Source: an optimization exercise on an open RTL-to-GDS flow (aim: small area). Production flows keep margins and buffers that such runs may drop. Power and IR drop assume default switching activity.

## speckle_core
module speckle_core (
    input  wire        clk,
    input  wire        rst,
    input  wire        cmd_valid,
    input  wire [31:0] cmd,
    output wire        busy,
    input  wire        transport_present,
    input  wire        cfg_variant,           
    input  wire [1:0]  cfg_width,             
    input  wire [9:0]  cfg_npix,
    input  wire [7:0]  cfg_t_settle,
    input  wire [7:0]  cfg_t_exit,
    input  wire [15:0] cfg_t_frame,
    input  wire [7:0]  cfg_reg_burst_start,
    input  wire [7:0]  cfg_reg_reset,
    input  wire [7:0]  cfg_reg_laser_ctrl,
    input  wire [7:0]  cfg_reg_frame_capture,
    input  wire [7:0]  cfg_reg_pixel,
    input  wire [55:0] cfg_reg_other,         
    input  wire [7:0]  cfg_reset_sentinel,
    input  wire [7:0]  cfg_cap_cmd1,
    input  wire [7:0]  cfg_cap_cmd2,
    input  wire [7:0]  cfg_laser_fd_mask,
    input  wire        cfg_burst_pre_wait,
    input  wire        cfg_burst_byte_delay,
    input  wire [15:0] cfg_max_att,
    input  wire        cfg_max_att_inf,
    output reg         cs,
    output wire        xfer_req,
    output reg  [7:0]  xfer_out,
    input  wire        xfer_ack,
    input  wire [7:0]  xfer_in,
    output wire [7:0]  status,
    output reg  [3:0]  fault,
    output reg  [9:0]  finfo,
    output reg  [8:0]  flog,
    output reg  [1:0]  pstate,
    output wire [2:0]  fstate,
    output reg  [7:0]  resb,
    output reg  [15:0] res0,
    output wire [15:0] res1,
    output wire [15:0] dx,
    output wire [15:0] dy,
    output reg  [7:0]  sq,
    output wire [15:0] shutter,
    output reg  [7:0]  pixmax,
    output wire [7:0]  pixacc,
    output reg  [7:0]  motion,
    output reg  [7:0]  obs,
    output reg  [7:0]  pixsum,
    output reg  [7:0]  pixmin,
    output wire [15:0] fperiod,
    output reg         pix_valid,
    output wire [9:0]  pix_index,
    output reg  [6:0]  pix_data
);
Size: about 1400 cells after synthesis, roughly 460 I/O pins, about 16000 um2 of cells after synthesis.
clock: 10.0 ns
lec_check: 0
cap_margin: 20
core_margin: 2
core_utilization: 70
place_density: 0.8
slew_margin: 20
standard.sh (not shown) runs the stock make flow with config.mk's settings and CLKGATE_MAP_FILE= SYNTH_SCRIPT=/design/flow/synth_recipe.tcl, a recipe that flattens the netlist after the stock synthesis.
==> flow/flow/run.sh <==
#!/bin/bash
set -euo pipefail
export BUFFER_PORTS_ARGS="-buffer_cell sky130_fd_sc_hd__buf_1"
export CTS_ARGS="-sink_clustering_enable -repair_clock_nets -dont_use_dummy_load -sink_clustering_size 16 -sink_clustering_max_diameter 60 -buf_list {sky130_fd_sc_hd__clkbuf_8}"
bash standard.sh > standard_make.log 2>&1
Edit:
--- a/flow/design.v
+++ b/flow/design.v
@@ -217,19 +217,19 @@
         end else if (is_addr_op && oa[7]) begin
             rcode = F_ADDRESS;  rinfo = {2'b00, oa};
         end else if (is_init && !transport_present) begin
             rcode = F_TRANSPORT;
         end else if (is_init && prof_fail != 3'd0) begin
             rcode = F_PROFILE;  rinfo = {7'd0, prof_fail};
         end else
             rej = 1'b0;
     end
-    wire        guard_ok  = (cnt >= p_t_exit);
+    wire        guard_ok  = ({1'b0, cnt} + 9'd1 >= {1'b0, p_t_exit});
     wire        frame_w   = wph[0];    
     wire        att_eq    = (att == (frame_w ? p_t_frame : p_max_att));
     wire        wait_done = frame_w ? att_eq : (cnt == p_t_settle);
     wire is_write = (ck == K_WR) ||
                     (fcx && (step == ST_RESET || step == ST_LWR ||
                              step == ST_CMD1  || step == ST_CMD2));
     reg [6:0] addr7;
     always @(*) begin
         case (ck)
@@ -329,19 +329,19 @@
             pstate       <= 2'd0;
             haz_guard    <= 1'b0;
             resb_valid   <= 1'b0;
             res_valid    <= 1'b0;
             sample_valid <= 1'b0;
             frame_valid  <= 1'b0;
             fault        <= 4'd0;
             finfo        <= 10'd0;
             flog         <= 9'd0;
-            cnt          <= 8'd1;
+            cnt          <= 8'd0;
             pix_valid    <= 1'b0;
         end else begin
             case (state)
             S_IDLE: begin
                 if (cmd_valid) begin
                     fault <= rcode;
                     finfo <= rinfo;
                     ck    <= (rej || !multi) ? K_NONE : {op[6], op[4], op[1], op[0]};
                     state <= (rej || !multi) ? S_TDONE : S_CHECK;
@@ -383,19 +383,19 @@
                             res_valid   <= 1'b1;
                         end
                         OP_SEL: begin
                             if (!guard_ok)
                                 haz_guard <= 1'b1;
                             cs <= 1'b1;
                         end
                         OP_DES, OP_BEND: begin
                             cs     <= 1'b0;
-                            cnt    <= 8'd1;
+                            cnt    <= 8'd0;
                             pstate <= 2'd0;
                         end
                         OP_XFER: begin
                             resb_valid <= 1'b1;
                             finfo      <= {2'b00, oa};
                         end
                         OP_WRREG: begin
                             pix_data <= oa[6:0];
                             finfo    <= {2'b00, ob};
@@ -527,19 +527,19 @@
                         resb  <= xfer_in;
                         fault <= 4'd0;
                         finfo <= 10'd0;
                         state <= S_IDLE;
                     end
                 end
             end
             S_DES: begin
                 cs    <= 1'b0;
-                cnt   <= 8'd1;
+                cnt   <= 8'd0;
                 state <= S_TDONE;
                 if (fcx && !(ck == K_FE && step == ST_LWR)) begin
                     if (step != ST_PIX) begin
                         fault <= (step == ST_CMD2) ? ST_FW : step + 4'd1;
                         if (step == ST_CMD2)
                             finfo <= 10'd0;
                     end else if (pix_valid) begin
                         if (finfo == last_pix) begin
                             frame_valid <= 1'b1;
Outcome: The new run ran to the end with no violations; first-iteration DRC count came out lower by 7.5%; utilization goes up by 0.14 points; non-clock buffer count goes up by 4; wire length came out lower by 4.6%; power decreases by 2.0%; design area rose by 0.48%; sequential share of layout area decreases by 0.25 points; synthesized area goes up by 0.59%; combinational power fell by 6.9%; fmax increases by 4.9%; clock skew increases by 0.0050 ns; via count went down by 1.5%; register-to-register slack degrades by 0.17 ns; setup slack improved by 0.30 ns.
No functional check of the RTL was part of any run of this note.

-- static timing again, ports no longer ideal --
The flow's constraints put no driver on any port. The routed layouts listed below were extracted and timed again, unchanged, in two steps. Step 1, drivers: a clkbuf_16 drives clk and a buf_2 each remaining input, both assumed. Step 2 also shifts input and output timing later by t, the mid clock arrival at the registers, as if the neighbouring blocks saw the same clock. a / b / c = ideal / step 1 / step 2; a / b = the first two.
run | t, ns | setup slack, ns | worst setup path after step 2 | clock arrival spread, ns
the first run | 0.622 | 3.513 / 3.526 / 2.904 | input to register | 0.088 / 0.088
the second run | 0.619 | 3.814 / 3.800 / 3.210 | input to register | 0.071 / 0.071
After both steps setup and hold are still met in every run listed. For the first run, which loses most, drivers alone change the setup slack by +0.013 ns; drivers and shift together by -0.609 ns.
